From an optimization exercise on the open Yosys and OpenROAD flow, aimed at small area, a short achievable clock period and few clock cycles; shortcuts taken in it are not production practice.
The RTL was checked by simulation tests, not by an equivalence proof against the original design.
No activity file was given, so power comes from the tool's default toggle rates. No driver is modelled on the clock port, so clocking that relies on it looks cheaper here than on a real chip.

File: design/flow/design.v
module lhb_rx #(
    parameter FRAME_CAP = 100            
) (
    input  wire        clk,
    input  wire        rst,              
    input  wire        rx_valid,
    input  wire [7:0]  rx_data,
    output wire        rx_ready,
    output wire        m_valid,
    output wire [7:0]  m_data,
    output wire        m_last,
    output wire        m_empty,          
    input  wire        m_ready,
    output wire        e_valid,
    output wire [3:0]  e_code,
    output wire [7:0]  e_arg,
    output wire [15:0] e_len,
    output wire [3:0]  e_stat,
    input  wire        e_ready
);
    localparam RD_TAP   = FRAME_CAP - 1;     
    localparam RING_LEN = FRAME_CAP + 1;     
    localparam SW       = 7;                 
    localparam [1:0] E_FRAME_OVERFLOW = 2'd1;
    localparam [1:0] E_SYNC_LOST      = 2'd2;
    localparam [1:0] E_DECODE_ERROR   = 2'd3;
    reg  [8*RING_LEN-1:0] ring;
    wire [7:0] ring_last = ring[8*RING_LEN-1 -: 8];
    wire [7:0] rd_x      = ring[8*RD_TAP+7 -: 8];       
    reg        rdy_q;                    
    reg        ib_v;                     
    reg        ib_z;                     
    reg [7:0]  ib_d;
    reg        s_start;                  
    reg        s_acc0;                   
    reg        s_accb;                   
    reg        s_end;                    
    reg [6:0]  flen;                     
    reg        f_full;                   
    reg [6:0]  wblk;                     
    reg        f_bend;                   
    reg        live;                     
    reg        wrapped;                  
    reg [SW-1:0] ostage;                 
    reg [SW-1:0] nstage;                 
    reg        f_otap;                   
    reg        f_otop;                   
    reg        f_nzero;                  
    reg        f_ntap;                   
    reg        f_ntop;                   
    reg        r_sep;                    
    reg        r_pend;                   
    reg        r_body;                   
    reg        r_skip;                   
    reg [6:0]  rblk;                     
    reg        f_rone;                   
    reg        rz_x, rz_nx;              
    reg [5:0]  wseq, rseq;
    reg [5:0]  bq0, bq1;
    reg        bqv0, bqv1;
    reg        bq_pop_q;                 
    reg        vh_q;                     
    reg        vg_q;                     
    reg        mv_q, ml_q, me_q;
    reg [7:0]  md_q;
    reg        m1_v, m1_l, m1_e;
    reg [7:0]  m1_d;
    reg        ev_q;
    reg [1:0]  ec_q;
    reg        es_q;
    reg [7:0]  ea_q;
    reg [6:0]  el_q;
    assign rx_ready = rdy_q;
    assign m_valid  = mv_q;
    assign m_data   = md_q;
    assign m_last   = ml_q;
    assign m_empty  = me_q;
    assign e_valid  = ev_q;
    assign e_code   = {2'b00, ec_q};
    assign e_arg    = ea_q;
    assign e_len    = {9'd0, el_q};
    assign e_stat   = {es_q, 3'b000};
    wire slot_free = !live || (!f_otop && !wrapped);
    wire slot_next = slot_free && f_nzero;
    wire c_sync_lost = s_start && !ib_z;
    wire c_first     = s_acc0 && !ib_z;
    wire c_end       = s_accb && ib_z;
    wire c_data      = s_accb && !ib_z && !f_full;
    wire c_overflow  = s_accb && !ib_z && f_full;
    wire c_dec_err   = c_end && !f_bend;
    wire need_err    = c_sync_lost || c_dec_err || c_overflow;
    wire c_bad       = c_dec_err || c_overflow;
    wire w_ok = (!need_err || !ev_q) &&
                (!c_first || slot_free) &&
                (!s_accb || slot_next) &&
                (!c_bad || !bqv1);
    wire w_take = ib_v && w_ok;
    wire wr_body = w_take && (c_first || c_data);
    wire wr_term = w_take && s_accb && !c_data;
    wire wr_fill = !s_accb && slot_free;
    wire wrote   = wr_body || wr_term || wr_fill;
    wire v_bad   = w_take && c_bad;
    wire e_raise = w_take && need_err;
    wire [6:0] blk_load = ib_d[7] ? 7'h7F : ib_d[6:0];
    wire at_tap  = live && f_otap;
    wire r_one   = r_sep && !rz_x && rz_nx;               
    wire r_need  = r_one || r_pend;                       
    wire r_emit  = (r_need && vg_q) || r_body;
    wire r_nx_ok = !(r_sep && !rz_x && f_ntap);           
    wire r_can   = at_tap && (!r_need || vh_q) && r_nx_ok;
    wire r_take  = r_can && (!r_emit || !m1_v);
    wire v_pop   = r_take && r_need;
    wire m_emit  = r_take && r_emit;
    wire m_pop   = !mv_q || m_ready;                      
    wire [7:0] n_d = f_rone ? 8'h00 : rd_x;
    wire n_l = rz_nx;
    wire n_e = r_sep;
    wire r_last    = r_take && f_ntap;           
    wire live_d    = wrote || (live && !r_last);
    wire [SW-1:0] ostage_d = (!live || r_last) ? {SW{1'b0}} :
                             r_take ? ostage :
                             f_otop ? {SW{1'b0}} : ostage + 1'b1;
    wire [SW-1:0] nstage_d = (wrote || f_ntop) ? {SW{1'b0}} : nstage + 1'b1;
    wire otop_d    = live && f_otap && !r_take;
    wire wrapped_d = !f_ntop && (wrapped || (live && f_otop));
    reg [5:0] bq0_d, bq1_d;
    reg       bqv0_d, bqv1_d;
    always @* begin
        if (bq_pop_q) begin
            bq0_d = bq1;  bqv0_d = bqv1;
            bq1_d = bq1;  bqv1_d = 1'b0;
        end else begin
            bq0_d = bq0;  bqv0_d = bqv0;
            bq1_d = bq1;  bqv1_d = bqv1;
        end
        if (v_bad) begin
            if (!bqv0_d) begin bq0_d = wseq; bqv0_d = 1'b1; end
            else         begin bq1_d = wseq; bqv1_d = 1'b1; end
        end
    end
    wire [5:0] wseq_d = wseq + wr_term;
    wire [5:0] rseq_d = rseq + v_pop;
    wire eq_w  = (wseq == rseq);
    wire eq_w1 = (wseq + 1'b1 == rseq);
    wire eq_b0 = (bq0 == rseq);
    wire eq_b1 = (bq1 == rseq);
    wire vh_d  = wr_term ? !eq_w1 : !eq_w;
    wire push0 = v_bad && !(bq_pop_q ? bqv1 : bqv0);    
    wire vg_d  = !(push0 ? eq_w : bqv0_d && (bq_pop_q ? eq_b1 : eq_b0));
    wire free_c  = !otop_d && !wrapped_d;
    wire wrote_c = slot_free && (!s_accb || (ib_v && f_nzero && !ev_q && !bqv1));
    wire cont_c  = wrote_c || f_ntop;
    wire ev_c    = (ib_v && need_err) || (ev_q && !e_ready);
    wire bq_c    = !bqv1 && !(bqv0 && ib_v && s_accb && (ib_z ? !f_bend : f_full));
    wire rdy_d   = free_c && cont_c && !ev_c && bq_c;
    always @(posedge clk) begin
        ring  <= {ring[8*(RING_LEN-1)-1:0],
                  wrote ? (wr_body ? ib_d : 8'h00) : ring_last};
        rz_x  <= (ring[8*(RD_TAP-1)+7 -: 8] == 8'h00);
        rz_nx <= (ring[8*(RD_TAP-2)+7 -: 8] == 8'h00);
        if (w_take || !ib_v) begin
            ib_d <= rx_data;
            ib_z <= (rx_data == 8'h00);
        end
        ostage  <= ostage_d;
        nstage  <= nstage_d;
        f_otap  <= live && !r_last && (r_take || (ostage == RD_TAP-1));
        f_otop  <= otop_d;
        f_nzero <= wrote || f_ntop;
        f_ntap  <= !wrote && (nstage == RD_TAP-1);
        f_ntop  <= !wrote && f_ntap;
        if (s_start) begin
            flen   <= 7'd0;
            f_full <= 1'b0;
        end else if (wr_body) begin
            flen   <= flen + 1'b1;
            f_full <= (flen == FRAME_CAP-1);
        end
        if (w_take && (c_first || (c_data && f_bend))) begin
            wblk   <= blk_load;
            f_bend <= (blk_load == 7'd1);
        end else if (w_take && c_data) begin
            wblk   <= wblk - 1'b1;
            f_bend <= (wblk == 7'd2);
        end
        if (r_take && (r_sep || f_rone)) begin
            rblk   <= rd_x[6:0];
            f_rone <= (rd_x[6:0] == 7'd1);
        end else if (r_take) begin
            rblk   <= rblk - 1'b1;
            f_rone <= (rblk == 7'd2);
        end
        bq0 <= bq0_d;
        bq1 <= bq1_d;
        if (m_pop) begin
            md_q <= m1_v ? m1_d : n_d;
            ml_q <= m1_v ? m1_l : n_l;
            me_q <= m1_v ? m1_e : n_e;
        end
        if (!m1_v) begin
            m1_d <= n_d;
            m1_l <= n_l;
            m1_e <= n_e;
        end
        if (!ev_q) begin
            ec_q <= c_sync_lost ? E_SYNC_LOST : c_overflow ? E_FRAME_OVERFLOW : E_DECODE_ERROR;
            es_q <= c_dec_err;
            ea_q <= c_dec_err ? 8'h00 : ib_d;
            el_q <= c_sync_lost ? 7'd0 : c_overflow ? FRAME_CAP[6:0] : flen;
        end
    end
    always @(posedge clk) begin
        if (rst) begin
            rdy_q    <= 1'b1;
            ib_v     <= 1'b0;
            s_start  <= 1'b1;
            s_acc0   <= 1'b0;
            s_accb   <= 1'b0;
            s_end    <= 1'b0;
            live     <= 1'b0;
            wrapped  <= 1'b0;
            r_sep    <= 1'b1;
            r_pend   <= 1'b0;
            r_body   <= 1'b0;
            r_skip   <= 1'b0;
            wseq     <= 6'd0;
            rseq     <= 6'd0;
            bqv0     <= 1'b0;
            bqv1     <= 1'b0;
            bq_pop_q <= 1'b0;
            vh_q     <= 1'b0;
            vg_q     <= 1'b1;
            mv_q     <= 1'b0;
            m1_v     <= 1'b0;
            ev_q     <= 1'b0;
        end else begin
            rdy_q   <= rdy_d;
            ib_v    <= (rx_valid && rdy_q) || (ib_v && !w_take);
            if (w_take) begin
                s_start <= (s_end && ib_z) || c_end;
                s_acc0  <= (s_start && ib_z) || (s_acc0 && ib_z);
                s_accb  <= c_first || c_data;
                s_end   <= c_sync_lost || c_overflow || (s_end && !ib_z);
            end
            live    <= live_d;
            wrapped <= wrapped_d;
            if (r_take) begin
                r_sep  <= (r_sep && (rz_x || rz_nx)) || (r_skip && rz_x) ||
                          ((r_pend && vg_q) || r_body) && rz_nx;
                r_pend <= r_sep && !rz_x && !rz_nx;
                r_body <= ((r_pend && vg_q) || r_body) && !rz_nx;
                r_skip <= (r_skip && !rz_x) || (r_pend && !vg_q);
            end
            wseq     <= wseq_d;
            rseq     <= rseq_d;
            bqv0     <= bqv0_d;
            bqv1     <= bqv1_d;
            bq_pop_q <= v_pop && !vg_q;
            vh_q     <= vh_d;
            vg_q     <= vg_d;
            if (m_pop) begin
                mv_q <= m1_v || m_emit;
                m1_v <= 1'b0;
            end else if (m_emit)
                m1_v <= 1'b1;
            ev_q <= e_raise || (ev_q && !e_ready);
        end
    end
endmodule
File: design/flow/flow/run.sh
#!/bin/bash
# Layout flow: the standard ORFS flow, with the input and output port
# buffers inserted as sky130_fd_sc_hd__buf_2 instead of the default cell.
set -euo pipefail
export BUFFER_PORTS_ARGS="-buffer_cell sky130_fd_sc_hd__buf_2"
bash standard.sh finish > standard_flow.log 2>&1
File: design/flow/standard.sh
#!/bin/bash
# synth_recipe.tcl (not shown) runs the flow's synth.tcl, then flattens the netlist and writes it again
# the make line also repeats each setting of config.mk as NAME=value (left out here)
make -C /OpenROAD-flow-scripts/flow DESIGN_CONFIG=/design/flow/config.mk WORK_HOME=/design/flow/orfs CLKGATE_MAP_FILE= SYNTH_SCRIPT=/design/flow/synth_recipe.tcl "${@:-finish}"
File: design/flow/config.mk
export PLATFORM = sky130hd
export DESIGN_NAME = lhb_rx
export DESIGN_NICKNAME = lhb_rx
export VERILOG_FILES = /design/flow/design.v
export SDC_FILE = /design/flow/constraint.sdc
export NUM_CORES = 4
export LEC_CHECK = 0
export CAP_MARGIN = 20
export CORE_MARGIN = 2
export CORE_UTILIZATION = 70
export CTS_CLUSTER_DIAMETER = 100
export CTS_CLUSTER_SIZE = 30
export PLACE_DENSITY = 0.85
export SLEW_MARGIN = 20
File: design/flow/constraint.sdc
create_clock -name core_clock -period 10.0 [get_ports {clk}]
set_input_delay 2.0000 -clock core_clock [delete_from_list [all_inputs] [get_ports {clk}]]
set_output_delay 2.0000 -clock core_clock [all_outputs]
set_load 0.01 [all_outputs]
==> results of run 1 <==
power by group through the flow:
stage                     combinational (mW)  sequential (mW)  clock, mW
after floorplan                       0.0536             3.97          0
after global placement                0.0649             3.98          0
after detailed placement              0.0688             3.99          0
after CTS                             0.0708             3.90       1.77
after global routing                  0.0795             3.91       1.90
final                                 0.0730             3.90       1.72
stage by stage:
stage	total power, mW	setup WS [ps]	hold WS, ps
4_1_cts	5.74	6830	327
2_1_floorplan	4.02	7260	310
3_3_place_gp	4.05	7070	312
3_5_place_dp	4.05	7010	312
6_report	5.70	6840	328
5_1_grt	5.88	6730	334
final cells by class:
type	instances	area share
flip-flops and latches	944	0.813
multi-input cells	407	0.112
clock buffers	45	0.0399
well taps	402	0.0210
repair buffers	46	0.00991
inverters	21	0.00329
clock inverters	3	0.00141
per-layer routing:
layer	part of all wire	vias up	wire (µm)
met5	0	-	0
met3	0.045	76	1470
met1	0.44	4641	14400
met2	0.48	278	15700
li1	-	4670	-
met4	0.029	0	929
registers in the layout, indices dropped and copies added, names as in the netlist, 7 cells and up:
signal / cells
ring: 808
ea_q: 8
ib_d: 8
m1_d: 8
md_q: 8
el_q: 7
flen: 7
nstage: 7
ostage: 7
rblk: 7
wblk: 7
cells in the final DEF (no fill, tap or decap), types with 6 or more instances in the layout:
cell,Yosys,routed
a21oi_1,27,27
a22o_1,16,16
and2_1,8,8
and3_1,7,7
buf_2,3,43
clkbuf_1,21,8
clkbuf_16,0,37
conb_1,1,14
dfxtp_1,885,885
edfxtp_1,59,59
ha_1,14,14
inv_1,21,21
mux2_2,15,15
mux2i_1,10,10
nand2_1,34,34
nand3_1,17,17
nand3b_1,6,6
nor2_1,51,51
nor2b_1,14,14
nor3_1,21,21
nor4_1,10,10
o21ai_0,21,21
or3_1,9,9
or4_1,11,11
xnor2_1,18,18
xor2_1,16,16
cell families (layout without fill, tap and decap cells):
group | after synthesis | count (layout) | synth area share
AO/OA/AOI/OAI | 104 | 104 | 0.0316
multiplexers | 25 | 25 | 0.0120
XOR/XNOR | 34 | 34 | 0.0133
adder cells (fa/ha/maj) | 14 | 14 | 0.00781
buffers and inverters | 62 | 115 | 0.0134
other | 1 | 14 | 0.000167
flip-flops | 944 | 944 | 0.869
AND/OR/NAND/NOR | 216 | 216 | 0.0527
worst paths after layout:
kind	start	end
hold reg to reg	ring[104]	ring[112]
hold / removal	ring[104]	ring[112]
setup reg to reg	ev_q	wseq[5]
setup / recovery	ea_q[4]	e_arg[4]
==> flow_summary.ini, run 1 <==
[clock_network]
clkSlewWorstSetupHoldPaths_ps = 110
post-cts-setup-buffer-count = 0
clk_latency_ps = 560
numCtsBuffers = 37
cts_resized = 0
clockBufferDepth = 3
cts.sinks = 944
htree_levels = 2
hold_buffers = 0
cts_tree = built
cts-root-buf = clkbuf_16

[setup_path]
cp.required_ps = 8000
reg2reg_setup_slack_ps = 7000
cp_cell_sequence = buf_2
cp_slowest_stage_delay_ps = 430
cp_top_family = flip-flops
slowest_stage = edfxtp_1
crit_fanout = 1
crit_arrival_ps = 1160
crit_buf_inv = 1
crit_type = flip-flop to output pin
crit_cells = 1
reg2reg_depth = 8
crit_path_end_kind = output pin
crit_path_start_kind = flip-flop

[pwr]
irDropWorstVdd_uv = 193
p_sw_frac = 0.196
p_leak_nw = 9.41
pwr-share-seq = 0.685
power_frac_clock = 0.303
switching_power_mw = 1.11
intPower_mw = 4.58
power.density_mw_per_mm2 = 238
p_comb_frac = 0.013

[synth]
synth_edf_count = 59
synth.top_cell.area_share = 0.790
synthTopCellsByArea = dfxtp_1, edfxtp_1, nor2_1
syn_avg_cell_area_um2 = 16.0
async_flop_share = 0
ys_ff_latch = 944
synth_seq_area_share = 0.869
syn-cell-area_mm2 = 0.0224
synthTopCellsByCount = dfxtp_1, edfxtp_1, nor2_1
syn_inst = 1400
synth_top_flop_cell = dfxtp_1
ys_types = 65
yosysWarnings = 1
synth.most_common_cell = dfxtp_1
yosysTopAreaCell = dfxtp_1

[die]
die_y_um = 183
fp-row-count = 65
dieWidth_um = 183
ios = 58
start_util = 0.711
dieArea_mm2 = 0.0335
coreArea_mm2 = 0.0316

[global_routing]
grt_pass1_wl_mm = 51.7
grt_use_met3 = 0.0280
overflow = 0
gr-max-usage-layer = met2
grtUsageMet2 = 0.332
global_route.usage.met1 = 0.269
grt_max_degree = 36
grt_pass1_vias = 9845
grt_antenna_before_repair = 0
grtUsageTotal = 0.198

[drt]
routed_wl_mm = 32.5
routed-via-count = 9665
drtIter0Drc = 903
wl_per_cell_um = 17.4
drc_errors = 0
final_antenna_net_count = 0
via_per_inst = 5.17
drtPass1Iterations = 5

[placement]
place_area_mm2 = 0.0230
port_buffers = 43
dp.cells = 1819
gp_congestion = 0.809
hpwl_mm = 19.2

[sta]
slew_headroom = 0.429
clock.fmax_mhz = 317
hold_violations = 0
worst_pin_slew_ps = 856
fin_tns_setup_ps = 0
grt_setup_unrepaired = no
finalCritPeriodShare = 0.316
finalSetupViolCount = 0
fin_skew_ps = 20.2
maxSlewViolCount = 0
min_period_ps = 3160

[finish]
final.fill_count = 1770
nNetsFinal = 1484
area.sequential_mm2 = 0.0195
post-route-util = 0.760
multi_input_area_mm2 = 0.00268
design_area_mm2 = 0.0240
area_growth_pct = 6.95
drive_gt1_frac = 0.0771
antenna_cells = 0
stdcell_count = 1868

[run_status]
status = no timing/DRC/antenna violations

[min_path]
worstHoldPathCells = 0
hold_class = flip-flop to flip-flop

[run]
cap_violations = 0
Testbench counts, summed over its fixed seeds: cycles 11,733.
==> run 2: changes to the inputs <==
--- a/design/flow/config.mk
+++ b/design/flow/config.mk
@@ -7,8 +7,8 @@
 export LEC_CHECK = 0
 export CAP_MARGIN = 20
 export CORE_MARGIN = 2
-export CORE_UTILIZATION = 70
+export CORE_UTILIZATION = 50
 export CTS_CLUSTER_DIAMETER = 100
 export CTS_CLUSTER_SIZE = 30
-export PLACE_DENSITY = 0.85
+export PLACE_DENSITY = 0.65
 export SLEW_MARGIN = 20
==> run 2 against run 1 <==
  * Design area is 1.2% higher
  * Fmax is 0.95% higher
  * Sequential power hardly changed
  * Critical path depth stayed put
  * Worst setup slack better by 30 ps
  * Global-route usage is 8.1 points lower
  * Still clean on timing, DRC and antenna
==> flow_summary.ini, run 2 <==
[run_status]
status = no timing/DRC/antenna violations

[finish]
area_growth_pct = 8.19
final_cell_mix = dfxtp_1, edfxtp_1, nor2_1, buf_2, clkbuf_16
nNetsFinal = 1483
layout_commonest_cell = dfxtp_1
largest_reg_flops = 808
drive_gt1_frac = 0.0784
stdcell_count = 2059
max_flop_register = ring
antenna_cells = 0

[synth]
synth.most_common_cell = dfxtp_1
synth_top_flop_cell = dfxtp_1
synth_seq_area_share = 0.869
syn-cell-area_mm2 = 0.0224
yosysTopAreaCell = dfxtp_1
ys_types = 65
syn_inst = 1400
async_flop_share = 0
synthTopCellsByArea = dfxtp_1, edfxtp_1, nor2_1
syn_avg_cell_area_um2 = 16.0
synthTopCellsByCount = dfxtp_1, edfxtp_1, nor2_1
synth_edf_count = 59
yosysWarnings = 1
ys_ff_latch = 944
synth.top_cell.area_share = 0.790

[sta]
clock.fmax_mhz = 320
slew_headroom = 0.416
worst_pin_slew_ps = 875
final.setup.worst_slack_ps = 6870
finalSetupViolCount = 0
fin_tns_setup_ps = 0
grt_setup_unrepaired = no
maxSlewViolCount = 0
min_period_ps = 3130
fin_skew_ps = 22.2
hold_violations = 0
finalCritPeriodShare = 0.313

[clock_network]
post-cts-setup-buffer-count = 0
numCtsBuffers = 37
clk_latency_ps = 580
hold_buffers = 0
cts.sinks = 944
cts_resized = 0
clkSlewWorstSetupHoldPaths_ps = 120
htree_levels = 2
clockBufferDepth = 3
cts-root-buf = clkbuf_16
cts_tree = built

[drt]
routed-via-count = 9283
routed_wl_mm = 26.9
drtIter0Drc = 589
final_antenna_net_count = 0
via_per_inst = 4.51
drc_errors = 0
wl_per_cell_um = 13.1
drtPass1Iterations = 5

[global_routing]
grt_pass1_vias = 9026
overflow = 0
grt_antenna_before_repair = 2
grt_pass1_wl_mm = 45.0
grt_max_degree = 36
grtUsageTotal = 0.117

[pwr]
pwr-share-seq = 0.682
irDropWorstVdd_uv = 128
switching_power_mw = 1.10
power.density_mw_per_mm2 = 235
p_comb_frac = 0.012
intPower_mw = 4.61
p_leak_nw = 9.43
p_sw_frac = 0.192
power_frac_clock = 0.306

[setup_path]
crit_buf_inv = 1
reg2reg_setup_slack_ps = 7040
cp_top_family = flip-flops
cp.required_ps = 8000
crit_path_end_kind = output pin
slowest_stage = edfxtp_1
crit_type = flip-flop to output pin
crit_arrival_ps = 1130
cp_slowest_stage_delay_ps = 390
crit_path_start_kind = flip-flop
crit_fanout = 1
cp_cell_sequence = buf_2

[placement]
port_buffers = 43
dpl_worst_slack_ps = 7010
gp_congestion = 0.759
hpwl_mm = 15.6
dp.cells = 2009

[die]
dieWidth_um = 216
start_util = 0.507
fp-row-count = 77
coreArea_mm2 = 0.0442
ios = 58
dieArea_mm2 = 0.0466
die_y_um = 216

[min_path]
hold_class = flip-flop to flip-flop

[run]
cap_violations = 0
-- run 2: changes by cell type in the layout (fill, tap and decap cells not counted), sizes merged --
cell | before | now
buf | 46 | 45
clkbuf | 45 | 47
-- run 2: layout make-up --
class	instances	area [µm²]
inverter	21	78.8
sequential	944	19500
clock buffer	47	1010
fill	3500	20000
timing repair buffer	45	230
multi-input combinational	407	2690
tap	592	741
clock inverter	3	28.8
-- run 2: stage by stage --
| stage | util | hold slack [ps] | instance area (µm²) | power, mW |
|---|---|---|---|---|
| final | 0.549 | 320 | 24300 | 5.71 |
| after global routing | 0.549 | 335 | 24300 | 5.92 |
| after CTS | 0.549 | 327 | 24300 | 5.78 |
| after detailed placement | 0.525 | 312 | 23200 | 4.05 |
| after global placement | 0.525 | 310 | 23200 | 4.05 |
| after floorplan | - | 310 | 22500 | 4.02 |
-- run 2: path summary, 6_finish.rpt --
path / to / start / depth (start not counted)
setup / recovery: e_stat[3] / es_q / 1
hold / removal: ring[25] / ring[17] / 0
setup reg to reg: wseq[5] / ev_q / 8
hold reg to reg: ring[25] / ring[17] / 0
-- run 2: cells by family after synthesis --
logic type,after synthesis,synth area share
flip-flops,944,0.869
AND/OR/NAND/NOR,216,0.0527
AO/OA/AOI/OAI,104,0.0316
buffers and inverters,62,0.0134
XOR/XNOR,34,0.0133
multiplexers,25,0.0120
adder cells (fa/ha/maj),14,0.00781
other,1,0.000167
-- run 2: worst reg2reg max path, delay by kind of cell, from the launching register on --
family,cells,cell delay (ps)
DFF,1,340
AOI/OAI and AO/OA,2,360
and+or+nand+nor,4,1480
buffers and inverters,1,520
adders and majority gates,1,190
-- run 2: layer usage --
layer,global-route usage,up-vias,wire length (µm)
met3,0.0227,42,985
met2,0.163,99,10700
li1,-,4673,-
met1,0.180,4469,14600
met5,0,-,0
met4,0.0441,0,575
-- run 2: power groups by stage --
| stage | clock, mW | combinational (mW) | sequential (mW) |
|---|---|---|---|
| detailed placement | 0 | 0.0675 | 3.98 |
| global placement | 0 | 0.0653 | 3.98 |
| finish | 1.75 | 0.0680 | 3.90 |
| floorplan | 0 | 0.0536 | 3.97 |
| CTS | 1.81 | 0.0678 | 3.90 |
| global route | 1.94 | 0.0757 | 3.91 |
==> run 3: changes to the inputs <==
==> design/flow/flow/run.sh (replaced) <==
#!/bin/bash
# Layout flow: the standard ORFS flow, with the input and output port
# buffers inserted as sky130_fd_sc_hd__buf_2 instead of the default cell,
# and clock tree synthesis without dummy loads.
set -euo pipefail
export BUFFER_PORTS_ARGS="-buffer_cell sky130_fd_sc_hd__buf_2"
export CTS_ARGS="-sink_clustering_enable -repair_clock_nets -sink_clustering_size 24 -sink_clustering_max_diameter 80 -dont_use_dummy_load"
bash standard.sh finish > standard_flow.log 2>&1
==> run 3 against run 2 <==
  * Sequential power about the same
  * Highest routed layer unchanged
  * Worst hold slack got worse by 16 ps
  * Routed wire length increased by 1.1%
  * Critical endpoint is now e_code[1]
  * Fmax increased by 0.54%
  * Critical path depth did not move
  * Clock power up 6%
  * Utilization grew 0.26 points
  * First-iteration DRC count rose by 11%
  * Die area unchanged
  * Clock-buffer cell count down 1
  * Synthesized cell count unchanged
==> flow_summary.ini, run 3 <==
[drt]
drtIter0Drc = 653
final_antenna_net_count = 0
drc_errors = 0
drtPass1Iterations = 4
wl_per_cell_um = 13.2
via_per_inst = 4.57
routed-via-count = 9385
routed_wl_mm = 27.2

[finish]
nNetsFinal = 1492
final.fill_count = 3479
stdcell_count = 2055
layout_commonest_cell = dfxtp_1
drive_gt1_frac = 0.0813
area_growth_pct = 8.71
max_flop_register = ring
antenna_cells = 0
largest_reg_flops = 808
final_cell_mix = dfxtp_1, edfxtp_1, nor2_1, clkbuf_16, buf_2

[global_routing]
overflow = 0
grt_pass1_vias = 9181
grt_antenna_before_repair = 2
grt_max_degree = 36
grt_pass1_wl_mm = 45.6
grtUsageTotal = 0.119

[pwr]
irDropWorstVdd_uv = 132
power.density_mw_per_mm2 = 239
p_sw_frac = 0.190
p_leak_nw = 9.49
p_comb_frac = 0.012
pwr-share-seq = 0.670
switching_power_mw = 1.10
intPower_mw = 4.71
power_frac_clock = 0.319

[sta]
final.setup.worst_slack_ps = 6890
slew_headroom = 0.407
worst_pin_slew_ps = 889
finalSetupViolCount = 0
min_period_ps = 3110
hold_violations = 0
maxSlewViolCount = 0
fin_skew_ps = 27.3
finalCritPeriodShare = 0.311
fin_tns_setup_ps = 0
clock.fmax_mhz = 322
grt_setup_unrepaired = no

[placement]
dpl_worst_slack_ps = 7010
port_buffers = 43
dp.cells = 2009
gp_congestion = 0.759
hpwl_mm = 15.6

[synth]
syn_inst = 1400
yosysTopAreaCell = dfxtp_1
syn-cell-area_mm2 = 0.0224
synthTopCellsByArea = dfxtp_1, edfxtp_1, nor2_1
ys_ff_latch = 944
async_flop_share = 0
synth_top_flop_cell = dfxtp_1
synth.top_cell.area_share = 0.790
yosysWarnings = 1
synthTopCellsByCount = dfxtp_1, edfxtp_1, nor2_1
ys_types = 65
syn_avg_cell_area_um2 = 16.0
synth_seq_area_share = 0.869
synth.most_common_cell = dfxtp_1
synth_edf_count = 59

[setup_path]
crit_fanout = 1
cp_slowest_stage_delay_ps = 390
cp.required_ps = 8000
crit_path_end_kind = output pin
cp_cell_sequence = buf_2
cp_top_family = flip-flops
slowest_stage = edfxtp_1
crit_buf_inv = 1
crit_type = flip-flop to output pin
crit_path_start_kind = flip-flop
crit_arrival_ps = 1110

[die]
dieWidth_um = 216
die_y_um = 216
dieArea_mm2 = 0.0466
start_util = 0.507
fp-row-count = 77
ios = 58
coreArea_mm2 = 0.0442

[clock_network]
numCtsBuffers = 46
clk_latency_ps = 570
cts-root-buf = clkbuf_16
htree_levels = 2
clkSlewWorstSetupHoldPaths_ps = 80
hold_buffers = 0
clockBufferDepth = 3
post-cts-setup-buffer-count = 0
cts_tree = built
cts_resized = 0
cts.sinks = 944

[run_status]
status = no timing/DRC/antenna violations

[run]
cap_violations = 0

[min_path]
hold_class = flip-flop to flip-flop
## run 3: cell count changes in the layout (fill, tap and decap cells not counted)
cell,change
inv_8,-1
inv_6,-2
clkbuf_1,-8
clkbuf_16,+7
## run 3: logic make-up (layout without fill, tap and decap cells)
| logic type | Yosys count | count (layout) | synth area share |
|---|---|---|---|
| AO/OA/AOI/OAI | 104 | 104 | 0.0316 |
| XOR/XNOR | 34 | 34 | 0.0133 |
| adder cells (fa/ha/maj) | 14 | 14 | 0.00781 |
| buffers and inverters | 62 | 112 | 0.0134 |
| flip-flops | 944 | 944 | 0.869 |
| multiplexers | 25 | 25 | 0.0120 |
| other | 1 | 14 | 0.000167 |
| AND/OR/NAND/NOR | 216 | 216 | 0.0527 |
## run 3: final timing paths
path              slack (ps)  depth (start not counted)      start   endpoint
hold reg to reg          300                          0  ring[137]  ring[145]
hold / removal           300                          0  ring[137]  ring[145]
setup reg to reg        7050                          8       ev_q    wseq[5]
setup / recovery        6890                          1    ec_q[1]  e_code[1]
## run 3: layout make-up
| class | count | area [µm²] | share of cell area |
|---|---|---|---|
| flip-flops and latches | 944 | 19500 | 0.799 |
| multi-input cells | 407 | 2690 | 0.110 |
| clock buffers | 46 | 1150 | 0.0472 |
| well taps | 592 | 741 | 0.0304 |
| repair buffers | 45 | 230 | 0.00944 |
| inverters | 21 | 78.8 | 0.00323 |
## run 3: power groups by stage
stage / logic, mW / clock network (mW) / registers [mW]
after floorplan: 0.0536 / 0 / 3.97
after global placement: 0.0653 / 0 / 3.98
after detailed placement: 0.0675 / 0 / 3.98
after CTS: 0.0678 / 1.93 / 3.90
after global routing: 0.0757 / 2.05 / 3.90
final: 0.0681 / 1.85 / 3.89
## run 3: metrics by stage
step / cell area (µm²) / utilization / hold slack, ps / power, mW
global placement: 23200 / 0.525 / 310 / 4.05
detailed placement: 23200 / 0.525 / 312 / 4.05
finish: 24400 / 0.551 / 304 / 5.81
global route: 24400 / 0.551 / 316 / 6.03
CTS: 24400 / 0.551 / 310 / 5.89
floorplan: 22500 / - / 310 / 4.02
## run 3: routing by layer
metal | wire length (µm) | track usage
met3 | 1220 | 0.0285
met1 | 14500 | 0.181
met5 | 0 | 0
met4 | 688 | 0.0455
met2 | 10800 | 0.165
==> run 4: changes to the inputs <==
==> design/flow/flow/run.sh (replaced) <==
#!/bin/bash
# Layout flow: the standard ORFS flow, with the input and output port
# buffers inserted as sky130_fd_sc_hd__buf_2 instead of the default cell,
# and clock tree synthesis without dummy loads.
set -euo pipefail
export BUFFER_PORTS_ARGS="-buffer_cell sky130_fd_sc_hd__buf_2"
export CTS_ARGS="-sink_clustering_enable -repair_clock_nets -sink_clustering_size 30 -sink_clustering_max_diameter 100 -dont_use_dummy_load"
bash standard.sh finish > standard_flow.log 2>&1
==> run 4 against run 3 <==
  * Via count decreased by 1.5%
  * Worst setup slack improved by 4.4 ps
  * Non-clock buffer count unchanged
  * Final cell count decreased by 0.44%
  * Total power decreased by 3.1%
  * Still clean on timing, DRC and antenna
  * Combinational power about the same
  * Die area unchanged
  * Synthesized area unchanged
  * Synthesized cell count unchanged
  * Clock-buffer cell count decreased by 9
  * Design area decreased by 0.92%
==> flow_summary.ini, run 4 <==
[sta]
grt_setup_unrepaired = no
worst_pin_slew_ps = 875
clock.fmax_mhz = 322
finalCritPeriodShare = 0.311
fin_skew_ps = 27.3
hold-worst-slack_ps = 317
slew_headroom = 0.416
min_period_ps = 3110
hold_violations = 0
maxSlewViolCount = 0
finalSetupViolCount = 0
fin_tns_setup_ps = 0

[synth]
synth_edf_count = 59
synth_adder_area_share = 0.00781
synth_top_family_by_area = simple AND/OR/NAND/NOR gates
synth.most_common_cell = dfxtp_1
yosysTopAreaCell = dfxtp_1
synth_seq_area_share = 0.869
synth-xor-area-share = 0.0133
ys_ff_latch = 944
ys_types = 65
yosys.area_share.simple = 0.0527
synthMuxAreaShare = 0.0120
synth_compound_area_frac = 0.0316
async_flop_share = 0
syn_avg_cell_area_um2 = 16.0
synthTopCellsByArea = dfxtp_1, edfxtp_1, nor2_1
yosysWarnings = 1
syn-cell-area_mm2 = 0.0224
syn_inst = 1400
synthTopCellsByCount = dfxtp_1, edfxtp_1, nor2_1
synth_top_flop_cell = dfxtp_1
synth.top_cell.area_share = 0.790

[pwr]
power.density_mw_per_mm2 = 233
p_leak_nw = 9.38
irDropWorstVdd_uv = 126

[clock_network]
post-cts-setup-buffer-count = 0
clockBufferDepth = 3
clk_latency_ps = 570
cts-root-buf = clkbuf_16
cts_tree = built
htree_levels = 2
cts_resized = 0
hold_buffers = 0
numCtsBuffers = 37
clkSlewWorstSetupHoldPaths_ps = 110
cts.sinks = 944

[finish]
final_cell_mix = dfxtp_1, edfxtp_1, nor2_1, buf_2, clkbuf_16
layout_commonest_cell = dfxtp_1
nNetsFinal = 1483
largest_reg_flops = 808
area_growth_pct = 7.71
drive_gt1_frac = 0.0757
antenna_cells = 0
multi_input_area_mm2 = 0.00269
max_flop_register = ring
area.sequential_mm2 = 0.0195
final.fill_count = 3509

[global_routing]
grtUsageTotal = 0.117
grt_antenna_before_repair = 2
grt_pass1_vias = 9010
overflow = 0
grt_pass1_wl_mm = 45.0
grt_max_degree = 36

[setup_path]
cp_top_family = flip-flops
crit_path_end_kind = output pin
r2r_end = wseq[5]
reg2reg_setup_slack_ps = 7030
r2r-start = ev_q
reg2reg_depth = 8
crit_buf_inv = 1
cp_slowest_stage_delay_ps = 390
crit_fanout = 1
slowest_stage = edfxtp_1
crit_type = flip-flop to output pin
crit_arrival_ps = 1110
cp_cell_sequence = buf_2
crit_path_start_kind = flip-flop
cp.required_ps = 8000

[die]
fp-row-count = 77
dieWidth_um = 216
dieArea_mm2 = 0.0466
start_util = 0.507
coreArea_mm2 = 0.0442
die_y_um = 216
ios = 58

[run]
cap_violations = 0

[placement]
gp_congestion = 0.759
port_buffers = 43
hpwl_mm = 15.6

[drt]
wl_per_cell_um = 13.1
final_antenna_net_count = 0
drc_errors = 0
drtIter0Drc = 577
routed_wl_mm = 26.9
drtPass1Iterations = 5
via_per_inst = 4.52
routed-via-count = 9245

[min_path]
holdPathEnd = ring[119]
hold_class = flip-flop to flip-flop
worstHoldPathCells = 0
hold_start = ring[111]

[run_status]
status = no timing/DRC/antenna violations
run 4: cell counts after synthesis:
Identical to the previous run, type by type.
run 4: cell families after synthesis:
logic type / count (synthesis)
buffers and inverters: 62
adders and majority gates: 14
muxes: 25
other: 1
and+or+nand+nor: 216
DFF: 944
AOI/OAI and AO/OA: 104
xor gates and xnor gates: 34
run 4: per-stage QoR:
| stage | power [mW] | instance area (µm²) | cells | worst slack [ps] | utilization |
|---|---|---|---|---|---|
| 2_1_floorplan | 4.02 | 22500 | 1413 | 7260 | - |
| 3_3_place_gp | 4.05 | 23200 | 2009 | 7020 | 0.525 |
| 3_5_place_dp | 4.05 | 23200 | 2009 | 7010 | 0.525 |
| 4_1_cts | 5.70 | 24100 | 2046 | 6850 | 0.546 |
| 5_1_grt | 5.84 | 24200 | 2046 | 6740 | 0.546 |
| 6_report | 5.63 | 24200 | 2046 | 6890 | 0.546 |
run 4: worst max-delay path by stage:
| stage | startpoint | endpoint | slack, ps | cells past startpoint |
|---|---|---|---|---|
| 2_1_floorplan | rx_data[5] | ib_z | 7260 | 2 |
| 3_3_place_gp | rst | s_accb | 7020 | 3 |
| 3_5_place_dp | rx_data[5] | ib_z | 7010 | 3 |
| 4_1_cts | es_q | e_stat[3] | 6850 | 1 |
| 5_1_grt | ev_q | wseq[5] | 6740 | 8 |
| 6_report | ea_q[1] | e_arg[1] | 6890 | 1 |
run 4: layer usage:
metal,track usage,part of all wire
met5,0,0
met4,0.0432,0.023
met3,0.0233,0.039
met2,0.163,0.39
met1,0.180,0.55
run 4: final cells by class:
cell class	instances	share of cell area
inverter	21	0.00326
tap	592	0.0307
sequential	944	0.807
multi-input combinational	407	0.111
timing repair buffer	45	0.00953
clock buffer	37	0.0383
run 4: power by group:
group | leakage (nW) | internal, mW | total (mW) | switching (mW)
registers | 7.75 | 3.87 | 3.90 | 0.0307
clock network | 0.456 | 0.671 | 1.67 | 0.998
logic | 1.18 | 0.0249 | 0.0678 | 0.0430
==> run 5: changes to the inputs <==
--- a/design/flow/config.mk
+++ b/design/flow/config.mk
@@ -8,7 +8,5 @@
 export CAP_MARGIN = 20
 export CORE_MARGIN = 2
 export CORE_UTILIZATION = 50
-export CTS_CLUSTER_DIAMETER = 100
-export CTS_CLUSTER_SIZE = 30
-export PLACE_DENSITY = 0.65
+export PLACE_DENSITY = 0.75
 export SLEW_MARGIN = 20
==> run 5 against run 4 <==
  * Synthesized area did not move
  * Non-clock buffer count stayed put
  * Final cell count unchanged
  * Worst setup slack worse by 15 ps
  * Utilization is essentially flat
  * Fmax decreased by 0.49%
  * Largest cell class unchanged
  * Sequential share of layout area barely moved
  * Via count rose by 0.62%
  * Design area about the same
  * Total power about the same
  * Sequential power about the same
  * Clock power barely moved
==> flow_summary.ini, run 5 <==
[run_status]
status = no timing/DRC/antenna violations

[synth]
synth_top_flop_cell = dfxtp_1
syn_inst = 1400
synth.top_cell.area_share = 0.790
synth_top_family_by_area = simple AND/OR/NAND/NOR gates
yosysWarnings = 1
synth_adder_area_share = 0.00781
ys_types = 65
synthTopCellsByCount = dfxtp_1, edfxtp_1, nor2_1
synth_seq_area_share = 0.869
syn_avg_cell_area_um2 = 16.0
synth_edf_count = 59
synth-xor-area-share = 0.0133
synth_compound_area_frac = 0.0316
synthMuxAreaShare = 0.0120
async_flop_share = 0
yosys.area_share.simple = 0.0527
synth.most_common_cell = dfxtp_1
syn-cell-area_mm2 = 0.0224
yosysTopAreaCell = dfxtp_1
ys_ff_latch = 944
synthTopCellsByArea = dfxtp_1, edfxtp_1, nor2_1

[global_routing]
grt_antenna_before_repair = 1
grt_pass1_wl_mm = 46.7
grtUsageTotal = 0.123
grt_pass1_vias = 9132
overflow = 0
grt_max_degree = 36

[die]
coreArea_mm2 = 0.0442
dieArea_mm2 = 0.0466
die_y_um = 216
start_util = 0.507
dieWidth_um = 216
ios = 58
fp-row-count = 77

[clock_network]
hold_buffers = 0
cts_tree = built
post-cts-setup-buffer-count = 0
clockBufferDepth = 3
numCtsBuffers = 37
clkSlewWorstSetupHoldPaths_ps = 110
clk_latency_ps = 550
cts-root-buf = clkbuf_16
cts_resized = 0
htree_levels = 2
cts.sinks = 944

[drt]
dr.max_layer_used = met4
drtIter0Drc = 547
routed-via-count = 9302
final_antenna_net_count = 0
drtPass1Iterations = 5
routed_wl_mm = 28.2
wl_met1_mm = 14.7
via_per_inst = 4.55
drc_errors = 0
dr_wl_met3_mm = 1.01
wl_per_cell_um = 13.8
route.met2.wl_mm = 11.8

[sta]
maxSlewViolCount = 0
clock.fmax_mhz = 320
finalSetupViolCount = 0
fin_tns_setup_ps = 0
grt_setup_unrepaired = no
fin_skew_ps = 41.1
hold_violations = 0
slew_headroom = 0.303
min_period_ps = 3120
final.setup.worst_slack_ps = 6880
worst_pin_slew_ps = 1040
finalCritPeriodShare = 0.312

[placement]
gp_congestion = 0.769
dp.cells = 2009
dpl_worst_slack_ps = 6970
port_buffers = 43
hpwl_mm = 16.7

[pwr]
power.density_mw_per_mm2 = 233
irDropWorstVdd_uv = 162
p_leak_nw = 9.38
p_total_mw = 5.63

[finish]
max_flop_register = ring
post-route-util = 0.546
layout_commonest_cell = dfxtp_1
nNetsFinal = 1483
largest_reg_flops = 808
antenna_cells = 0
area_growth_pct = 7.69
stdcell_count = 2046
drive_gt1_frac = 0.0750
final.fill_count = 3363
final_cell_mix = dfxtp_1, edfxtp_1, nor2_1, buf_2, clkbuf_16

[setup_path]
crit_fanout = 1
crit_buf_inv = 1
crit_path_start_kind = flip-flop
crit_type = flip-flop to output pin
cp.required_ps = 8000
cp_top_family = flip-flops
crit_arrival_ps = 1120
crit_path_end_kind = output pin
slowest_stage = edfxtp_1
cp_cell_sequence = buf_2
cp_slowest_stage_delay_ps = 410

[run]
cap_violations = 0

[min_path]
hold_class = flip-flop to flip-flop
-- run 5: power breakdown --
| part | total, mW | switching [mW] | internal [mW] | leakage [nW] |
|---|---|---|---|---|
| logic | 0.0683 | 0.0437 | 0.0246 | 1.18 |
| clock network | 1.67 | 0.995 | 0.671 | 0.456 |
| registers | 3.90 | 0.0313 | 3.87 | 7.75 |
-- run 5: worst paths after layout --
kind | end | start | depth (start not counted) | slack (ps)
worst max-delay path | e_len[1] | el_q[1] | 1 | 6880
worst min-delay path | ring[94] | ring[86] | 0 | 290
worst max register to register | wseq[5] | ev_q | 8 | 6920
worst min register to register | ring[94] | ring[86] | 0 | 290
-- run 5: cell families (layout without fill, tap and decap cells) --
| logic type | Yosys count | in the layout |
|---|---|---|
| AO/OA/AOI/OAI | 104 | 104 |
| XOR/XNOR | 34 | 34 |
| adder cells (fa/ha/maj) | 14 | 14 |
| buffers and inverters | 62 | 103 |
| flip-flops | 944 | 944 |
| multiplexers | 25 | 25 |
| other | 1 | 14 |
| AND/OR/NAND/NOR | 216 | 216 |
-- run 5: layout make-up --
type                    count  area [µm²]  area share
repair buffers             45         230     0.00953
clock buffers              37         926      0.0383
flip-flops and latches    944       19500       0.807
inverters                  21        78.8     0.00326
well taps                 592         741      0.0307
multi-input cells         407        2680       0.111
-- run 5: routing by layer --
| metal | vias up | global-route usage |
|---|---|---|
| li1 | 4656 | - |
| met1 | 4465 | 0.186 |
| met2 | 134 | 0.179 |
| met3 | 47 | 0.0220 |
| met4 | 0 | 0.0405 |
| met5 | - | 0 |
-- run 5: through the flow --
stage          area [µm²]  hold slack (ps)
2_1_floorplan       22500              310
3_3_place_gp        23200              312
3_5_place_dp        23200              312
4_1_cts             24100              292
5_1_grt             24100              301
6_report            24100              288
==> run 6: changes to the inputs <==
--- a/design/flow/config.mk
+++ b/design/flow/config.mk
@@ -7,6 +7,6 @@
 export LEC_CHECK = 0
 export CAP_MARGIN = 20
 export CORE_MARGIN = 2
-export CORE_UTILIZATION = 50
-export PLACE_DENSITY = 0.75
+export CORE_UTILIZATION = 30
+export PLACE_DENSITY = 0.5
 export SLEW_MARGIN = 20
==> run 6 against run 5 <==
  * Still clean on timing, DRC and antenna
  * Global-route usage down 4.9 points
  * Worst setup slack worse by 29 ps
  * Sequential share of layout area shrank 1.6 points
  * Register-to-register slack improved by 40 ps
  * Routed wire length decreased by 0.25%
  * Flip-flop and latch count unchanged
  * Via count increased by 0.35%
  * Worst hold slack gained 15 ps
  * Die area increased by 65%
  * Clock skew fell by 1.0 ps
  * Critical path depth unchanged
  * Clock-buffer cell count did not move
==> flow_summary.ini, run 6 <==
[run_status]
status = no timing/DRC/antenna violations

[clock_network]
cts.sinks = 944
post-cts-setup-buffer-count = 0
cts_resized = 0
numCtsBuffers = 37
clk_latency_ps = 570
clockBufferDepth = 3
clkSlewWorstSetupHoldPaths_ps = 100
cts_tree = built
cts-root-buf = clkbuf_16
htree_levels = 2
hold_buffers = 0

[die]
start_util = 0.302
fp-row-count = 100
die_y_um = 277
ios = 58
coreArea_mm2 = 0.0742
dieWidth_um = 277
dieArea_mm2 = 0.0770

[placement]
hpwl_mm = 16.6
gp_congestion = 0.739
dpl_worst_slack_ps = 6880
dp.cells = 2386
port_buffers = 43
place_area_mm2 = 0.0237

[global_routing]
grt_pass1_vias = 9267
grt_max_degree = 36
grt_antenna_before_repair = 0
grt_pass1_wl_mm = 47.6
grtUsageTotal = 0.0744
overflow = 0

[synth]
ys_ff_latch = 944
yosys.area_share.simple = 0.0527
synth_top_family_by_area = simple AND/OR/NAND/NOR gates
syn-cell-area_mm2 = 0.0224
async_flop_share = 0
synthMuxAreaShare = 0.0120
synth_compound_area_frac = 0.0316
synth.top_cell.area_share = 0.790
synth_seq_area_share = 0.869
syn_avg_cell_area_um2 = 16.0
synth_edf_count = 59
yosysWarnings = 1
synthTopCellsByCount = dfxtp_1, edfxtp_1, nor2_1
synth_adder_area_share = 0.00781
synthTopCellsByArea = dfxtp_1, edfxtp_1, nor2_1
syn_inst = 1400
synth_top_flop_cell = dfxtp_1
yosysTopAreaCell = dfxtp_1
ys_types = 65
synth-xor-area-share = 0.0133
synth.most_common_cell = dfxtp_1

[setup_path]
cp_cell_sequence = buf_2
crit_type = flip-flop to output pin
cp_top_family = flip-flops
crit_path_end_kind = output pin
crit_fanout = 1
cp_slowest_stage_delay_ps = 430
slowest_stage = edfxtp_1
crit_path_start_kind = flip-flop
crit_buf_inv = 1
cp.required_ps = 8000
crit_arrival_ps = 1150

[drt]
via_per_inst = 3.85
final_antenna_net_count = 0
routed-via-count = 9335
wl_per_cell_um = 11.6
routed_wl_mm = 28.1
drtPass1Iterations = 4
drtIter0Drc = 458
drc_errors = 0

[sta]
finalCritPeriodShare = 0.315
hold_violations = 0
finalSetupViolCount = 0
final.setup.worst_slack_ps = 6850
fin_skew_ps = 40.1
fin_tns_setup_ps = 0
slew_headroom = 0.417
worst_pin_slew_ps = 873
grt_setup_unrepaired = no
maxSlewViolCount = 0
min_period_ps = 3150
clock.fmax_mhz = 317
hold-worst-slack_ps = 303

[pwr]
power.density_mw_per_mm2 = 229
irDropWorstVdd_uv = 98.2
p_leak_nw = 9.38
p_total_mw = 5.65

[finish]
post-route-util = 0.332
area_growth_pct = 9.81
layout_commonest_cell = dfxtp_1
final_cell_mix = dfxtp_1, edfxtp_1, nor2_1, buf_2, clkbuf_16
design_area_mm2 = 0.0246
nNetsFinal = 1483
antenna_cells = 0
largest_reg_flops = 808
max_flop_register = ring
drive_gt1_frac = 0.0757
final.fill_count = 7106
stdcell_count = 2423

[run]
cap_violations = 0

[min_path]
hold_class = flip-flop to flip-flop
==> run 6: cell types whose count changed in the layout (fill, tap and decap cells not counted) <==
cell     delta
o21ai_1     -1
o21ai_2     +1
==> run 6: cells by family after synthesis <==
logic type               Yosys count
multiplexers                      25
AND/OR/NAND/NOR                  216
XOR/XNOR                          34
other                              1
adder cells (fa/ha/maj)           14
AO/OA/AOI/OAI                    104
buffers and inverters             62
flip-flops                       944
==> run 6: cell type report <==
cell class                      instances  area, µm²  area share
Tap cell                              969       1210      0.0492
Sequential cell                       944      19500       0.791
Clock buffer                           37        926      0.0376
Inverter                               21       78.8     0.00320
Multi-Input combinational cell        407       2690       0.109
Timing Repair Buffer                   45        230     0.00935
==> run 6: routing by layer <==
layer | vias up | wire length [µm] | track usage
met5 | - | 0 | 0
met4 | 0 | 784 | 0.0302
met3 | 46 | 1220 | 0.0149
met2 | 97 | 11600 | 0.108
met1 | 4526 | 14500 | 0.108
li1 | 4666 | - | -
==> run 6: where the power goes <==
group | switching (mW) | internal [mW] | leakage, nW | total, mW
Clock | 1.02 | 0.671 | 0.456 | 1.69
Sequential | 0.0303 | 3.87 | 7.75 | 3.90
Combinational | 0.0438 | 0.0247 | 1.18 | 0.0685
==> run 6: path summary, 6_finish.rpt <==
kind	from	endpoint	slack [ps]	depth (start not counted)
worst min register to register	ring[115]	ring[123]	300	0
worst max register to register	ev_q	wseq[5]	6960	8
worst min-delay path	ring[115]	ring[123]	300	0
worst max-delay path	ml_q	m_last	6850	1
==> run 7: changes to the inputs <==
--- a/design/flow/config.mk
+++ b/design/flow/config.mk
@@ -7,6 +7,6 @@
 export LEC_CHECK = 0
 export CAP_MARGIN = 20
 export CORE_MARGIN = 2
-export CORE_UTILIZATION = 30
-export PLACE_DENSITY = 0.5
+export CORE_UTILIZATION = 40
+export PLACE_DENSITY = 0.6
 export SLEW_MARGIN = 20
==> run 7 against run 6 <==
  * Routed wire length decreased by 2.5%
  * Non-clock buffer count rose by 1
  * Via count is essentially flat
  * Register-to-register slack improved by 30 ps
  * Utilization up 11 points
  * Worst hold slack got worse by 9.2 ps
  * Highest routed layer is now met5
==> flow_summary.ini, run 7 <==
[die]
dieArea_mm2 = 0.0580
die_y_um = 241
dieWidth_um = 241
coreArea_mm2 = 0.0553
fp-row-count = 86
start_util = 0.405
ios = 58

[clock_network]
cts_resized = 0
clockBufferDepth = 3
clk_latency_ps = 540
htree_levels = 2
clkSlewWorstSetupHoldPaths_ps = 100
cts.sinks = 944
cts_tree = built
post-cts-setup-buffer-count = 0
numCtsBuffers = 37
cts-root-buf = clkbuf_16
hold_buffers = 0

[synth]
synth_edf_count = 59
synth_adder_area_share = 0.00781
synth_top_family_by_area = simple AND/OR/NAND/NOR gates
syn-cell-area_mm2 = 0.0224
synthTopCellsByArea = dfxtp_1, edfxtp_1, nor2_1
synth_top_flop_cell = dfxtp_1
yosysWarnings = 1
ys_ff_latch = 944
synthMuxAreaShare = 0.0120
synth_compound_area_frac = 0.0316
synth-xor-area-share = 0.0133
syn_inst = 1400
synthTopCellsByCount = dfxtp_1, edfxtp_1, nor2_1
syn_avg_cell_area_um2 = 16.0
async_flop_share = 0
ys_types = 65
synth_seq_area_share = 0.869
yosys.area_share.simple = 0.0527
synth.most_common_cell = dfxtp_1
synth.top_cell.area_share = 0.790
yosysTopAreaCell = dfxtp_1

[placement]
hpwl_mm = 16.3
port_buffers = 43
gp_congestion = 0.733

[setup_path]
crit_path_start_kind = flip-flop
cp.required_ps = 8000
cp_top_family = flip-flops
crit_fanout = 1
crit_type = flip-flop to output pin
crit_path_end_kind = output pin
cp_cell_sequence = buf_2
crit_buf_inv = 1
crit_arrival_ps = 1090
slowest_stage = edfxtp_1
cp_slowest_stage_delay_ps = 400

[sta]
hold-worst-slack_ps = 294
worst_pin_slew_ps = 873
grt_setup_unrepaired = no
finalCritPeriodShare = 0.309
clock.fmax_mhz = 324
min_period_ps = 3090
slew_headroom = 0.417
fin_tns_setup_ps = 0
hold_violations = 0
fin_skew_ps = 48.7
maxSlewViolCount = 0
finalSetupViolCount = 0

[global_routing]
grt_pass1_vias = 8989
grt_pass1_wl_mm = 45.5
grt_max_degree = 36
overflow = 0
grt_antenna_before_repair = 3
grtUsageTotal = 0.0959

[pwr]
power.density_mw_per_mm2 = 231
p_leak_nw = 9.38
irDropWorstVdd_uv = 126
p_total_mw = 5.63

[finish]
area_growth_pct = 8.60
largest_reg_flops = 808
drive_gt1_frac = 0.0756
final_cell_mix = dfxtp_1, edfxtp_1, nor2_1, buf_2, clkbuf_16
layout_commonest_cell = dfxtp_1
max_flop_register = ring
nNetsFinal = 1484

[drt]
routed_wl_mm = 27.4
drc_errors = 0
final_antenna_net_count = 0
drtIter0Drc = 486
via_per_inst = 4.24
drtPass1Iterations = 4
wl_per_cell_um = 12.4
routed-via-count = 9338

[run]
cap_violations = 0

[min_path]
hold_class = flip-flop to flip-flop

[run_status]
status = no timing/DRC/antenna violations
run 7: cell types whose count changed in the layout (fill, tap and decap cells not counted):
| cell | change |
|---|---|
| clkbuf_4 | +1 |
| diode_2 | +1 |
| o21ai_1 | +1 |
| o21ai_2 | -1 |
run 7: routing by layer:
layer	wire length, µm	global-route usage
met5	10	0
met2	11000	0.137
met4	679	0.0325
met1	14600	0.145
met3	1070	0.0186
run 7: final timing paths:
path                                 from         to  slack (ps)  cells past startpoint
worst max register to register       ev_q    wseq[5]        6990                      8
worst max-delay path                 me_q    m_empty        6910                      1
worst min register to register  ring[187]  ring[195]         290                      0
worst min-delay path            ring[187]  ring[195]         290                      0
run 7: where the power goes:
part	switching (mW)	internal, mW
logic	0.0440	0.0256
clock network	0.994	0.670
registers	0.0306	3.87
total	1.07	4.56
run 7: through the flow:
step                worst slack [ps]  cells  instance area, µm²   util
floorplan                       7260   1413               22500      -
global placement                7030   2165               23400  0.423
detailed placement              6990   2165               23400  0.423
CTS                             6860   2202               24300  0.440
global route                    6760   2203               24400  0.440
finish                          6910   2204               24400  0.440
run 7: final cells by class:
cell class,count,area (µm²)
multi-input combinational,407,2680
tap,748,936
clock buffer,37,926
antenna,1,2.50
sequential,944,19500
inverter,21,78.8
fill,4862,31000
timing repair buffer,46,238
run 7: cells by family (layout without fill, tap and decap cells):
family,after synthesis,in the layout
AO/OA/AOI/OAI,104,104
buffers and inverters,62,104
adder cells (fa/ha/maj),14,14
XOR/XNOR,34,34
other,1,15
multiplexers,25,25
flip-flops,944,944
AND/OR/NAND/NOR,216,216
==> run 8: changes to the inputs <==
==> design/flow/flow/run.sh (replaced) <==
#!/bin/bash
# Layout flow: the standard ORFS flow, with the input and output port
# buffers inserted as sky130_fd_sc_hd__buf_2 instead of the default cell,
# and clock tree synthesis without dummy loads.
set -euo pipefail
export BUFFER_PORTS_ARGS="-buffer_cell sky130_fd_sc_hd__buf_2"
export CTS_ARGS="-sink_clustering_enable -repair_clock_nets -sink_clustering_size 30 -sink_clustering_max_diameter 100 -dont_use_dummy_load -sink_clustering_levels 1"
bash standard.sh finish > standard_flow.log 2>&1
--- a/design/flow/config.mk
+++ b/design/flow/config.mk
@@ -7,6 +7,8 @@
 export LEC_CHECK = 0
 export CAP_MARGIN = 20
 export CORE_MARGIN = 2
-export CORE_UTILIZATION = 40
-export PLACE_DENSITY = 0.6
+export CORE_UTILIZATION = 50
+export CTS_CLUSTER_DIAMETER = 100
+export CTS_CLUSTER_SIZE = 30
+export PLACE_DENSITY = 0.65
 export SLEW_MARGIN = 20
==> run 8 against run 7 <==
  * Worst hold slack better by 23 ps
  * Clock power barely moved
  * Via count down 1.0%
  * Global-route usage rose by 2.1 points
  * Combinational power down 3%
  * First-iteration DRC count increased by 19%
==> flow_summary.ini, run 8 <==
[synth]
syn-cell-area_mm2 = 0.0224
yosysWarnings = 1
async_flop_share = 0
synth_top_flop_cell = dfxtp_1
synthTopCellsByCount = dfxtp_1, edfxtp_1, nor2_1
ys_ff_latch = 944
synth.most_common_cell = dfxtp_1
syn_avg_cell_area_um2 = 16.0
ys_types = 65
yosysTopAreaCell = dfxtp_1
synth_seq_area_share = 0.869
syn_inst = 1400
synthTopCellsByArea = dfxtp_1, edfxtp_1, nor2_1
synth_edf_count = 59
synth.top_cell.area_share = 0.790

[sta]
clock.fmax_mhz = 322
fin_tns_setup_ps = 0
grt_setup_unrepaired = no
maxSlewViolCount = 0
finalCritPeriodShare = 0.311
fin_skew_ps = 27.3
final.setup.worst_slack_ps = 6890
slew_headroom = 0.416
finalSetupViolCount = 0
hold_violations = 0
min_period_ps = 3110
worst_pin_slew_ps = 875

[die]
start_util = 0.507
dieWidth_um = 216
dieArea_mm2 = 0.0466
coreArea_mm2 = 0.0442
die_y_um = 216
fp-row-count = 77
ios = 58

[clock_network]
clockBufferDepth = 3
cts.sinks = 944
htree_levels = 2
cts-root-buf = clkbuf_16
cts_resized = 0
numCtsBuffers = 37
post-cts-setup-buffer-count = 0
cts_tree = built
hold_buffers = 0
clk_latency_ps = 570
clkSlewWorstSetupHoldPaths_ps = 110

[placement]
hpwl_mm = 15.6
gp_congestion = 0.759
dpl_worst_slack_ps = 7010
port_buffers = 43

[pwr]
p_total_mw = 5.63
irDropWorstVdd_uv = 126
power.density_mw_per_mm2 = 233
p_leak_nw = 9.38

[run]
cap_violations = 0

[global_routing]
grt_max_degree = 36
grt_antenna_before_repair = 2
grtUsageTotal = 0.117
grt_pass1_vias = 9010
grt_pass1_wl_mm = 45.0
overflow = 0

[drt]
wl_per_cell_um = 13.1
routed-via-count = 9245
via_per_inst = 4.52
drtIter0Drc = 577
routed_wl_mm = 26.9
drtPass1Iterations = 5
drc_errors = 0
final_antenna_net_count = 0

[setup_path]
slowest_stage = edfxtp_1
cp_cell_sequence = buf_2
crit_path_end_kind = output pin
cp_top_family = flip-flops
cp_slowest_stage_delay_ps = 390
crit_type = flip-flop to output pin
startpoint = ea_q[1]
r2r-start = ev_q
crit_arrival_ps = 1110
crit_path_start_kind = flip-flop
crit_buf_inv = 1
reg2reg_setup_slack_ps = 7030
crit_fanout = 1
cp.required_ps = 8000

[finish]
max_flop_register = ring
layout_commonest_cell = dfxtp_1
antenna_cells = 0
nNetsFinal = 1483
area_growth_pct = 7.71
drive_gt1_frac = 0.0757
final_cell_mix = dfxtp_1, edfxtp_1, nor2_1, buf_2, clkbuf_16
largest_reg_flops = 808
final.fill_count = 3509

[min_path]
hold_class = flip-flop to flip-flop
hold_start = ring[111]

[run_status]
status = no timing/DRC/antenna violations
[run 8: where the power goes]
part / internal, mW / total (mW) / switching [mW]
logic: 0.0249 / 0.0678 / 0.0430
registers: 3.87 / 3.90 / 0.0307
clock network: 0.671 / 1.67 / 0.998
[run 8: path summary, 6_finish.rpt]
check / endpoint / cells after the start
worst max-delay path: e_arg[1] / 1
worst min-delay path: ring[119] / 0
worst max register to register: wseq[5] / 8
worst min register to register: ring[119] / 0
[run 8: cell families after synthesis]
logic type,count (synthesis),share of synthesized area
buffers and inverters,62,0.0134
muxes,25,0.0120
other,1,0.000167
adders and majority gates,14,0.00781
and+or+nand+nor,216,0.0527
AOI/OAI and AO/OA,104,0.0316
xor gates and xnor gates,34,0.0133
DFF,944,0.869
[run 8: stage by stage]
| stage | utilization | hold slack [ps] | instance area (µm²) | std cells |
|---|---|---|---|---|
| finish | 0.546 | 317 | 24200 | 2046 |
| global route | 0.546 | 325 | 24200 | 2046 |
| CTS | 0.546 | 314 | 24100 | 2046 |
| detailed placement | 0.525 | 312 | 23200 | 2009 |
| global placement | 0.525 | 310 | 23200 | 2009 |
| floorplan | - | 310 | 22500 | 1413 |
[run 8: cell type report]
cell class / count / area (µm²) / share of cell area
sequential: 944 / 19500 / 0.807
multi-input combinational: 407 / 2690 / 0.111
clock buffer: 37 / 926 / 0.0383
tap: 592 / 741 / 0.0307
timing repair buffer: 45 / 230 / 0.00953
inverter: 21 / 78.8 / 0.00326
[run 8: layer usage]
metal | GRT usage | up-vias | routed length [µm]
met5 | 0 | - | 0
met4 | 0.0432 | 0 | 630
met3 | 0.0233 | 42 | 1040
met2 | 0.163 | 103 | 10500
met1 | 0.180 | 4437 | 14700
li1 | - | 4663 | -
==> run 9: changes to the inputs <==
==> design/flow/flow/run.sh (replaced) <==
#!/bin/bash
# Layout flow: the standard ORFS flow, with the input and output port
# buffers inserted as sky130_fd_sc_hd__buf_2 instead of the default cell,
# and clock tree synthesis without dummy loads.
set -euo pipefail
export BUFFER_PORTS_ARGS="-buffer_cell sky130_fd_sc_hd__buf_2"
export CTS_ARGS="-sink_clustering_enable -repair_clock_nets -sink_clustering_size 30 -sink_clustering_max_diameter 100 -dont_use_dummy_load -distance_between_buffers 2000"
bash standard.sh finish > standard_flow.log 2>&1
==> run 9 against run 8 <==
  * Non-clock buffer count unchanged
  * Final cell count unchanged
  * Critical path depth unchanged
==> flow_summary.ini, run 9 <==
[finish]
area_growth_pct = 7.71
layout_commonest_cell = dfxtp_1
final.fill_count = 3509
drive_gt1_frac = 0.0757
post-route-util = 0.546
max_flop_register = ring
final_cell_mix = dfxtp_1, edfxtp_1, nor2_1, buf_2, clkbuf_16
antenna_cells = 0
largest_reg_flops = 808
nNetsFinal = 1483

[placement]
hpwl_mm = 15.6
gp_congestion = 0.759
port_buffers = 43

[drt]
drtPass1Iterations = 5
drc_errors = 0
final_antenna_net_count = 0
via_per_inst = 4.52
drtIter0Drc = 577
routed-via-count = 9245
routed_wl_mm = 26.9
wl_per_cell_um = 13.1

[sta]
worst_pin_slew_ps = 875
grt_setup_unrepaired = no
fin_tns_setup_ps = 0
slew_headroom = 0.416
maxSlewViolCount = 0
fin_skew_ps = 27.3
finalSetupViolCount = 0
min_period_ps = 3110
clock.fmax_mhz = 322
hold_violations = 0
finalCritPeriodShare = 0.311

[synth]
syn_avg_cell_area_um2 = 16.0
ys_types = 65
yosys.area_share.simple = 0.0527
synth_edf_count = 59
synthTopCellsByCount = dfxtp_1, edfxtp_1, nor2_1
synth.top_cell.area_share = 0.790
synth_adder_area_share = 0.00781
yosysTopAreaCell = dfxtp_1
synth_seq_area_share = 0.869
synth_top_flop_cell = dfxtp_1
syn-cell-area_mm2 = 0.0224
yosysWarnings = 1
synth.most_common_cell = dfxtp_1
synth_compound_area_frac = 0.0316
syn_inst = 1400
ys_ff_latch = 944
synth_top_family_by_area = simple AND/OR/NAND/NOR gates
synthTopCellsByArea = dfxtp_1, edfxtp_1, nor2_1
synth-xor-area-share = 0.0133
synthMuxAreaShare = 0.0120
async_flop_share = 0

[pwr]
p_leak_nw = 9.38
pwr-share-seq = 0.692
switching_power_mw = 1.07
power.density_mw_per_mm2 = 233
intPower_mw = 4.56
p_comb_frac = 0.012
irDropWorstVdd_uv = 126
power_frac_clock = 0.296
p_sw_frac = 0.190
p_total_mw = 5.63

[setup_path]
reg2reg_depth = 8
crit_fanout = 1
crit_type = flip-flop to output pin
cp_top_family = flip-flops
crit_arrival_ps = 1110
r2r_end = wseq[5]
slowest_stage = edfxtp_1
crit_cells = 1
r2r-start = ev_q
crit_buf_inv = 1
cp_slowest_stage_delay_ps = 390
cp_cell_sequence = buf_2
crit_path_end_kind = output pin
reg2reg_setup_slack_ps = 7030
crit_path_start_kind = flip-flop
cp.required_ps = 8000

[global_routing]
grt_pass1_wl_mm = 45.0
overflow = 0
grt_pass1_vias = 9010
grtUsageTotal = 0.117
grt_antenna_before_repair = 2
grt_max_degree = 36

[clock_network]
cts-root-buf = clkbuf_16
htree_levels = 2
numCtsBuffers = 37
hold_buffers = 0
clk_latency_ps = 570
cts_tree = built
clkSlewWorstSetupHoldPaths_ps = 110
cts.sinks = 944
post-cts-setup-buffer-count = 0
cts_resized = 0
clockBufferDepth = 3

[die]
start_util = 0.507
die_y_um = 216
dieArea_mm2 = 0.0466
ios = 58
coreArea_mm2 = 0.0442
fp-row-count = 77
dieWidth_um = 216

[min_path]
hold_start = ring[111]
worstHoldPathCells = 0
holdPathEnd = ring[119]
hold_class = flip-flop to flip-flop

[run_status]
status = no timing/DRC/antenna violations

[run]
cap_violations = 0
[run 9: cell counts after synthesis]
No cell type changed its count.
[run 9: metrics by stage]
step	instance area, µm²	hold slack, ps	worst slack, ps	cells
after floorplan	22500	310	7260	1413
after global placement	23200	310	7020	2009
after detailed placement	23200	312	7010	2009
after CTS	24100	314	6850	2046
after global routing	24200	325	6740	2046
final	24200	317	6890	2046
[run 9: worst max-delay path by stage]
stage / from / end / slack [ps]
floorplan: rx_data[5] / ib_z / 7260
global placement: rst / s_accb / 7020
detailed placement: rx_data[5] / ib_z / 7010
CTS: es_q / e_stat[3] / 6850
global route: ev_q / wseq[5] / 6740
finish: ea_q[1] / e_arg[1] / 6890
[run 9: final cells by class]
class | instances | area [µm²] | area share
inverter | 21 | 78.8 | 0.00326
multi-input combinational | 407 | 2690 | 0.111
clock buffer | 37 | 926 | 0.0383
tap | 592 | 741 | 0.0307
sequential | 944 | 19500 | 0.807
timing repair buffer | 45 | 230 | 0.00953
[run 9: routing by layer]
layer / wire length (µm) / GRT usage / vias up
li1: - / - / 4663
met1: 14700 / 0.180 / 4437
met2: 10500 / 0.163 / 103
met3: 1040 / 0.0233 / 42
met4: 630 / 0.0432 / 0
met5: 0 / 0 / -
[run 9: power by group through the flow]
stage	combinational (mW)	clock, mW	sequential (mW)
floorplan	0.0536	0	3.97
global placement	0.0653	0	3.98
detailed placement	0.0675	0	3.98
CTS	0.0678	1.73	3.90
global route	0.0757	1.86	3.91
finish	0.0678	1.67	3.90
[run 9: cells by family (layout without fill, tap and decap cells)]
| logic type | Yosys count | in the layout |
|---|---|---|
| DFF | 944 | 944 |
| and+or+nand+nor | 216 | 216 |
| AOI/OAI and AO/OA | 104 | 104 |
| buffers and inverters | 62 | 103 |
| xor gates and xnor gates | 34 | 34 |
| muxes | 25 | 25 |
| adders and majority gates | 14 | 14 |
| other | 1 | 14 |

[re-timing with driven ports]
Ports are ideal in the flow. The routed layouts listed here were re-timed in OpenROAD. Step 1 (the two cells are an assumption about what drives the block):
set clk [get_ports {clk}]
set_driving_cell -lib_cell sky130_fd_sc_hd__clkbuf_16 $clk
set_driving_cell -lib_cell sky130_fd_sc_hd__buf_2 [delete_from_list [all_inputs] $clk]
Step 2, shift: input delay + t, output delay - t, t = (earliest + latest rising clock arrival at the registers) / 2. This alone moves slack from input paths to output paths. Slacks: ideal / step 1 / step 2; pairs: ideal / step 1.
run	shift t [ns]	setup slack, ns	worst data-port slew with drivers (ns)
run 1	0.593	6.843 / 6.795 / 7.003	0.04
run 2	0.619	6.873 / 6.820 / 7.008	0.03
run 3	0.615	6.890 / 6.837 / 7.011	0.03
run 4	0.605	6.894 / 6.841 / 6.996	0.03
run 5	0.584	6.879 / 6.828 / 6.922	0.03
run 6	0.617	6.850 / 6.792 / 6.955	0.04
run 7	0.585	6.914 / 6.856 / 6.975	0.06
run 8	0.605	6.894 / 6.841 / 6.996	0.03
run 9	0.605	6.894 / 6.841 / 6.996	0.03
After both steps every run listed still meets setup and hold.
